Background: an optimization exercise with open tools, aiming at small area. Do not read the settings as production practice.
In this exercise RTL edits were held to simulation tests only and were not proved equivalent to the original.
The clock port is modelled as an ideal driver; clocking choices that lean on that would not hold on a real chip.
Power figures rest on the tool's default switching activity, not on a simulated workload.

==> onyx: inputs <==
==> flow/design.v <==
module fdc_mapper (
    input             clk,
    input             rst,           
    input             req_valid,
    output            req_ready,
    input      [7:0]  heads,
    input      [15:0] tracks,
    input      [15:0] spt,           
    input      [15:0] first_sector,
    input      [15:0] sector_size,
    input             interleaved,
    input             sides_swapped,
    input             reverse_side0,
    input             reverse_side1,
    input      [7:0]  track,
    input             side,
    input      [7:0]  sector,
    output reg        rsp_valid,
    output     [63:0] offset,
    output     [1:0]  err,           
    output            past_end       
);
    reg        busy;
    reg [2:0]  op;
    reg [5:0]  j;
    assign req_ready = ~busy;
    wire take = req_valid & ~busy;
    wire long_op = (op[1] & op[0]) | (op[2] & op[1]);    
    wire op_end  = long_op ? (j == 6'd40) : (j == 6'd24);
    wire first   = (j == 6'd0);
    wire ext     = (j > 6'd24);                           
    wire done    = busy & op_end & (op == 3'd7);
    always @(posedge clk) begin
        if (rst) begin
            busy      <= 1'b0;
            rsp_valid <= 1'b0;
        end else begin
            rsp_valid <= done;
            if (take)
                busy <= 1'b1;
            else if (done)
                busy <= 1'b0;
        end
        if (rst | ~busy | op_end)
            j <= 6'd0;
        else
            j <= j + 6'd1;
        if (rst | ~busy)
            op <= 3'd0;
        else if (op_end)
            op <= op + 3'd1;
    end
    reg [7:0]  H, TRK, D;
    reg [15:0] S, SS;
    reg        sp, rev, inter, below;
    wire       sp_in = side ^ sides_swapped;
    always @(posedge clk) begin
        if (~busy) begin
            H     <= heads;
            S     <= spt;
            SS    <= sector_size;
            TRK   <= track;
            D     <= sm[7:0];
            below <= ~cy[8] | (|first_sector[15:8]);
            sp    <= sp_in;
            rev   <= sp_in ? reverse_side1 : reverse_side0;
            inter <= interleaved;
        end
    end
    wire e1   = sp & ~(|H);
    wire ssnz = |SS;
    reg  qneg, sx;
    wire nneg = sx;
    reg [56:0] R;
    wire [15:0] T = R[15:0];
    wire tap = R[16];
    wire sp0 = first & sp;
    wire rot = ~j[5] & ~j[4];                      
    wire op_tp = ~op[1] & ~op[0];                  
    wire op_xn = ~op[1] &  op[0];                  
    wire op_nq = (op == 3'd2);
    wire op_q  = (op == 3'd3);
    wire op_n  = (op == 3'd6);
    wire op_p  = (op == 3'd7);
    wire b = busy & (op_tp & (rev | first))
           | (op_xn & tap)
           | (op_nq & rot & R[0])
           | (op_q  & (ext ? sx : ~tap))
           | (op_n  & (ext ? sx : tap))
           | (op_p  & R[0] & ~e1 & ~below & ~nneg);
    wire cin = ~busy
             | (op_xn & inter & sp0)
             | (op_nq & ~tap);
    wire        g_trk = b & op_tp;
    wire        g_h   = b & ((op_xn & inter) | op_nq);
    wire        g_one = b & op_xn & ~inter;
    wire        g_s   = b & (op_q | op_n);
    wire        g_ss  = b & op_p;
    wire [15:0] bm = ({16{g_trk}} & {8'd0, TRK})
                   | ({16{g_h}}   & {8'd0, H})
                   | {15'd0, g_one}
                   | ({16{g_s}}   & S)
                   | ({16{g_ss}}  & SS)
                   | ({16{~busy}} & {8'd0, ~first_sector[7:0]});
    wire        c_t = busy & first & ((op_tp & rev) | (op_xn & ~inter & sp));
    wire        c_d = first & (op_q | op_n);
    wire [15:0] A = ({16{~first}} & R[56:41])
                  | ({16{c_t}} & T)
                  | ({16{c_d}} & {8'd0, D})
                  | ({16{~busy}} & {8'd0, sector});
    wire [16:0] cy;
    wire [15:0] sm;
    assign cy[0] = cin;
    genvar i;
    generate
        for (i = 0; i < 16; i = i + 1) begin : g_add
            assign sm[i]   = A[i] ^ bm[i] ^ cy[i];
            assign cy[i+1] = (A[i] & bm[i]) | (A[i] & cy[i]) | (bm[i] & cy[i]);
        end
    endgenerate
    wire [16:0] sum = {cy[16], sm};
    always @(posedge clk) begin
        R[56:16] <= {sum, R[40:17]};
        if (~busy)
            R[15:0] <= tracks;
        else if (op[2] & op[1] | op_nq & rot)
            R[15:0] <= {op_nq ? R[0] : R[16], R[15:1]};
        if ((op_q | op_n) & (j == 6'd24)) sx <= b;
        if (op_n & op_end) sx <= sum[0];
        if (op_q & op_end) qneg <= sum[0];
    end
    assign offset   = {7'd0, R[56:0]};
    assign err      = e1 ? 2'd1 : below ? 2'd2 : (nneg & ssnz) ? 2'd3 : 2'd0;
    assign past_end = ~e1 & ~below & ~qneg & ssnz;
endmodule
==> flow/flow/run.sh <==
#!/bin/bash
# The standard layout, with the smallest plain buffer on the ports and a
# clock tree of small buffers without dummy loads.
set -euo pipefail
export BUFFER_PORTS_ARGS="-buffer_cell sky130_fd_sc_hd__buf_1"
export CTS_ARGS="-sink_clustering_enable -repair_clock_nets -dont_use_dummy_load -root_buf sky130_fd_sc_hd__clkbuf_16 -buf_list sky130_fd_sc_hd__clkbuf_4"
bash standard.sh > standard.log 2>&1
==> flow/standard.sh <==
#!/bin/bash
# synth_recipe.tcl (not shown) runs the flow's synth.tcl, then flattens the netlist and writes it again
# the make line also repeats each setting of config.mk as NAME=value (left out here)
make -C /OpenROAD-flow-scripts/flow DESIGN_CONFIG=/design/flow/config.mk WORK_HOME=/design/flow/orfs CLKGATE_MAP_FILE= SYNTH_SCRIPT=/design/flow/synth_recipe.tcl "${@:-finish}"
==> flow/config.mk <==
export PLATFORM = sky130hd
export DESIGN_NAME = fdc_mapper
export DESIGN_NICKNAME = fdc_mapper
export VERILOG_FILES = /design/flow/design.v
export SDC_FILE = /design/flow/constraint.sdc
export NUM_CORES = 4
export LEC_CHECK = 0
export CAP_MARGIN = 20
export CORE_MARGIN = 2
export CORE_UTILIZATION = 40
export SLEW_MARGIN = 20
==> flow/constraint.sdc <==
create_clock -name core_clock -period 25.0 [get_ports {clk}]
set_input_delay 5.0000 -clock core_clock [delete_from_list [all_inputs] [get_ports {clk}]]
set_output_delay 5.0000 -clock core_clock [all_outputs]
set_load 0.01 [all_outputs]
==> ember (differences from onyx) <==
==> flow/design.v (replaced) <==
module fdc_mapper (
    input             clk,
    input             rst,           
    input             req_valid,
    output            req_ready,
    input      [7:0]  heads,
    input      [15:0] tracks,
    input      [15:0] spt,           
    input      [15:0] first_sector,
    input      [15:0] sector_size,
    input             interleaved,
    input             sides_swapped,
    input             reverse_side0,
    input             reverse_side1,
    input      [7:0]  track,
    input             side,
    input      [7:0]  sector,
    output reg        rsp_valid,
    output     [63:0] offset,
    output     [1:0]  err,           
    output            past_end       
);
    reg        busy;
    reg [2:0]  op;
    reg [5:0]  j;
    assign req_ready = ~busy;
    wire take = req_valid & ~busy;
    wire long_op = (op[1] & op[0]) | (op[2] & op[1]);    
    wire op_end  = long_op ? (j == 6'd40) : (j == 6'd24);
    wire first   = (j == 6'd0);
    wire ext     = (j > 6'd24);                           
    wire done    = busy & op_end & (op == 3'd7);
    always @(posedge clk) begin
        if (rst) begin
            busy      <= 1'b0;
            rsp_valid <= 1'b0;
        end else begin
            rsp_valid <= done;
            if (take)
                busy <= 1'b1;
            else if (done)
                busy <= 1'b0;
        end
        if (~busy | op_end)
            j <= 6'd0;
        else
            j <= j + 6'd1;
        if (~busy)
            op <= 3'd0;
        else if (op_end)
            op <= op + 3'd1;
    end
    reg [7:0]  H, TRK, D;
    reg [15:0] T, S, SS;
    reg        sp, rev, inter, below;
    wire [8:0] dsub  = {1'b0, sector} - {1'b0, first_sector[7:0]};
    wire       sp_in = side ^ sides_swapped;
    always @(posedge clk) begin
        if (~busy) begin
            H     <= heads;
            T     <= tracks;
            S     <= spt;
            SS    <= sector_size;
            TRK   <= track;
            D     <= dsub[7:0];
            below <= dsub[8] | (|first_sector[15:8]);
            sp    <= sp_in;
            rev   <= sp_in ? reverse_side1 : reverse_side0;
            inter <= interleaved;
        end
    end
    wire e1   = sp & ~(|H);
    wire ssnz = |SS;
    reg  qneg, nneg, sx;
    reg [56:0] R;
    wire tap = R[16];
    wire sp0 = first & sp;
    reg        b, cin;
    reg [15:0] M;
    reg [15:0] C;
    always @(*) begin
        b = 1'b0; cin = 1'b0; M = 16'd0; C = 16'd0;
        case (op)
        3'd0, 3'd4: begin                          
            b = rev | first; M = {8'd0, TRK};
            C = rev ? T : 16'd0;
        end
        3'd1, 3'd5: begin                          
            b   = inter ? tap : sp0;
            cin = inter ? sp0 : tap;
            M   = inter ? {8'd0, H} : T;
        end
        3'd2: begin                                
            b = (j[5:3] == 3'd0) ? H[j[2:0]] : 1'b0;
            M = T; cin = ~tap;
        end
        3'd3: begin                                
            b = ext ? sx : ~tap; M = S; C = {8'd0, D};
        end
        3'd6: begin                                
            b = ext ? sx : tap; M = S; C = {8'd0, D};
        end
        default: begin                             
            b = R[0] & ~e1 & ~below & ~nneg; M = SS;
        end
        endcase
    end
    wire [15:0] A   = first ? C : R[56:41];
    wire [16:0] sum = {1'b0, A} + {1'b0, b ? M : 16'd0} + {16'd0, cin};
    always @(posedge clk) begin
        R <= {sum, R[40:1]};
        if (j == 6'd24) sx <= b;
        if (op == 3'd3 && op_end) qneg <= sum[0];
        if (op == 3'd6 && op_end) nneg <= sum[0];
    end
    assign offset   = {7'd0, R[56:0]};
    assign err      = e1 ? 2'd1 : below ? 2'd2 : (nneg & ssnz) ? 2'd3 : 2'd0;
    assign past_end = ~e1 & ~below & ~qneg & ssnz;
endmodule
==> flow/flow/run.sh (replaced) <==
#!/bin/bash
# The standard layout, with the smallest plain buffer on the ports and a
# clock tree of small buffers without dummy loads.
set -euo pipefail
export BUFFER_PORTS_ARGS="-buffer_cell sky130_fd_sc_hd__buf_1"
export CTS_ARGS="-sink_clustering_enable -repair_clock_nets -dont_use_dummy_load -buf_list sky130_fd_sc_hd__clkbuf_8"
bash standard.sh > standard.log 2>&1
==> pepper (differences from onyx) <==
--- a/flow/design.v
+++ b/flow/design.v
@@ -55,4 +55,6 @@
     reg        sp, rev, inter, below;
     wire       sp_in = side ^ sides_swapped;
+    wire [16:0] cy;
+    wire [15:0] sm;
     always @(posedge clk) begin
         if (~busy) begin
@@ -73,5 +75,4 @@
     wire nneg = sx;
     reg [56:0] R;
-    wire [15:0] T = R[15:0];
     wire tap = R[16];
     wire sp0 = first & sp;
@@ -85,10 +86,12 @@
     wire b = busy & (op_tp & (rev | first))
            | (op_xn & tap)
-           | (op_nq & rot & R[0])
+           | (op_nq & tt)
            | (op_q  & (ext ? sx : ~tap))
            | (op_n  & (ext ? sx : tap))
            | (op_p  & R[0] & ~e1 & ~below & ~nneg);
+    wire tt  = rot & R[0];                         
     wire cin = ~busy
-             | (op_xn & inter & sp0)
+             | (op_tp & rev & tt)
+             | (op_xn & (inter ? sp0 : sp & tt))
              | (op_nq & ~tap);
     wire        g_trk = b & op_tp;
@@ -103,12 +106,8 @@
                    | ({16{g_ss}}  & SS)
                    | ({16{~busy}} & {8'd0, ~first_sector[7:0]});
-    wire        c_t = busy & first & ((op_tp & rev) | (op_xn & ~inter & sp));
     wire        c_d = first & (op_q | op_n);
     wire [15:0] A = ({16{~first}} & R[56:41])
-                  | ({16{c_t}} & T)
                   | ({16{c_d}} & {8'd0, D})
                   | ({16{~busy}} & {8'd0, sector});
-    wire [16:0] cy;
-    wire [15:0] sm;
     assign cy[0] = cin;
     genvar i;
@@ -124,6 +123,6 @@
         if (~busy)
             R[15:0] <= tracks;
-        else if (op[2] & op[1] | op_nq & rot)
-            R[15:0] <= {op_nq ? R[0] : R[16], R[15:1]};
+        else if (op[2] & op[1] | rot)
+            R[15:0] <= {(op[2] & op[1]) ? R[16] : R[0], R[15:1]};
         if ((op_q | op_n) & (j == 6'd24)) sx <= b;
         if (op_n & op_end) sx <= sum[0];
==> flow/flow/run.sh (replaced) <==
#!/bin/bash
# The standard layout, with the smallest plain buffer on the ports and a
# clock tree of small buffers without dummy loads; leaf buffers with a
# high clock slew are upsized after CTS.
set -euo pipefail
export BUFFER_PORTS_ARGS="-buffer_cell sky130_fd_sc_hd__buf_1"
export CTS_ARGS="-repair_clock_nets -dont_use_dummy_load -root_buf sky130_fd_sc_hd__clkbuf_16 -buf_list sky130_fd_sc_hd__clkbuf_4"
export POST_CTS_TCL="$PWD/flow/post_cts.tcl"
bash standard.sh > standard.log 2>&1
==> flow/flow/post_cts.tcl (new file) <==
estimate_parasitics -placement
# slews are in ns
set up 0
foreach inst [get_cells -filter "ref_name == sky130_fd_sc_hd__clkbuf_4"] {
  set out [get_pins -of_objects $inst -filter "direction == output"]
  set worst 0
  foreach p [get_pins -of_objects [get_nets -of_objects $out] -filter "direction == input"] {
    foreach e {rise fall} {
      set s [get_property $p slew_max_$e]
      if {$s > $worst} { set worst $s }
    }
  }
  if {$worst > 0.095} {
    replace_cell $inst [lindex [get_lib_cells */sky130_fd_sc_hd__clkbuf_8] 0]
    incr up
  }
}
puts "post_cts: $up clock buffers upsized"
if {$up > 0} {
  detailed_placement
  check_placement -verbose
  estimate_parasitics -placement
}
==> qor summary <==
item                                                                           onyx           pepper                      ember
Post-synthesis instance area                                             5399 sq um       5311 sq um                 6161 sq um
Arrival time at the worst endpoint                                        12,420 ps        10,410 ps                    2030 ps
Design Power                                                            0.0004558 W      0.0004534 W                0.0005750 W
Worst Setup Start Kind                                                primary input    primary input                       flop
Area share of the largest cell type after synthesis                          43.38%           44.10%                     38.51%
Largest clock skew in the final design                                     29.33 ps         27.04 ps                   34.31 ps
CTS Root Buffer Type                                     sky130_fd_sc_hd__clkbuf_16                -  sky130_fd_sc_hd__clkbuf_8
Critical path startpoint                                            first_sector[0]  first_sector[0]                     SS[12]
Routability congestion estimate from global placement                        0.8235           0.7783                     0.8917
Layout clock area frac                                                       2.329%           2.751%                     3.280%
Logic depth of the worst setup path including buffers                            21               22                          5
Psw                                                                     0.0001256 W      0.0001198 W                0.0001690 W
P&R area growth vs syn                                                       15.43%           16.44%                     15.80%
Post-route cell area                                                     6232 sq um       6185 sq um                 7134 sq um
Switching portion of total power                                             27.55%           26.42%                     29.39%
Capture instance of the worst register-to-register path                       R[55]            R[55]                      R[56]
Worst setup EP type                                                            flop             flop                output port
Mean area per synthesized cell                                          13.57 sq um      13.72 sq um                12.10 sq um
Final Net Count                                                                 679              668                        800
Standard-cell rows                                                               42               42                         45
Outcome                                            no timing/DRC/antenna violations  no timing/DRC/antenna violations  no timing/DRC/antenna violations
Clock Tree Buf Depth                                                              2                -                          2
Ratio of routed vias to standard cells                                        5.005            4.874                      5.220
Cells on worst reg2reg path                                                      23               25                         14
First drt pass iteration count                                                    4                4                          6
Ratio of cells with drive above 1 in the final layout                        10.23%           8.425%                     4.641%
Met3 WL                                                                      908 um           948 um                     970 um

## afterwards: timing with drivers on the ports
No port has a modelled driver above. Below, the same layouts with a new extraction and two added sets of constraints.
Step 1, drivers: a clkbuf_16 drives clk and a buf_2 each remaining input, both assumed.
Step 2 moves the port delays by t, midway between the first and last clock arrival at a register: inputs arrive t later, outputs are due t later. That takes back most of the time a late clock gives input paths.
Three values: no drivers, after step 1, after step 2; two values: the first two.
run	t, ns	setup slack, ns	worst setup path at the end
onyx	0.384	12.809 / 12.817 / 12.433	input to register
ember	0.458	17.967 / 17.930 / 18.383	input to register
pepper	0.390	14.845 / 14.862 / 14.472	input to register
After both steps setup and hold are still met in every run listed. The setup slack of onyx, which loses most, moves by +0.008 ns with the drivers and by -0.376 ns with both steps.
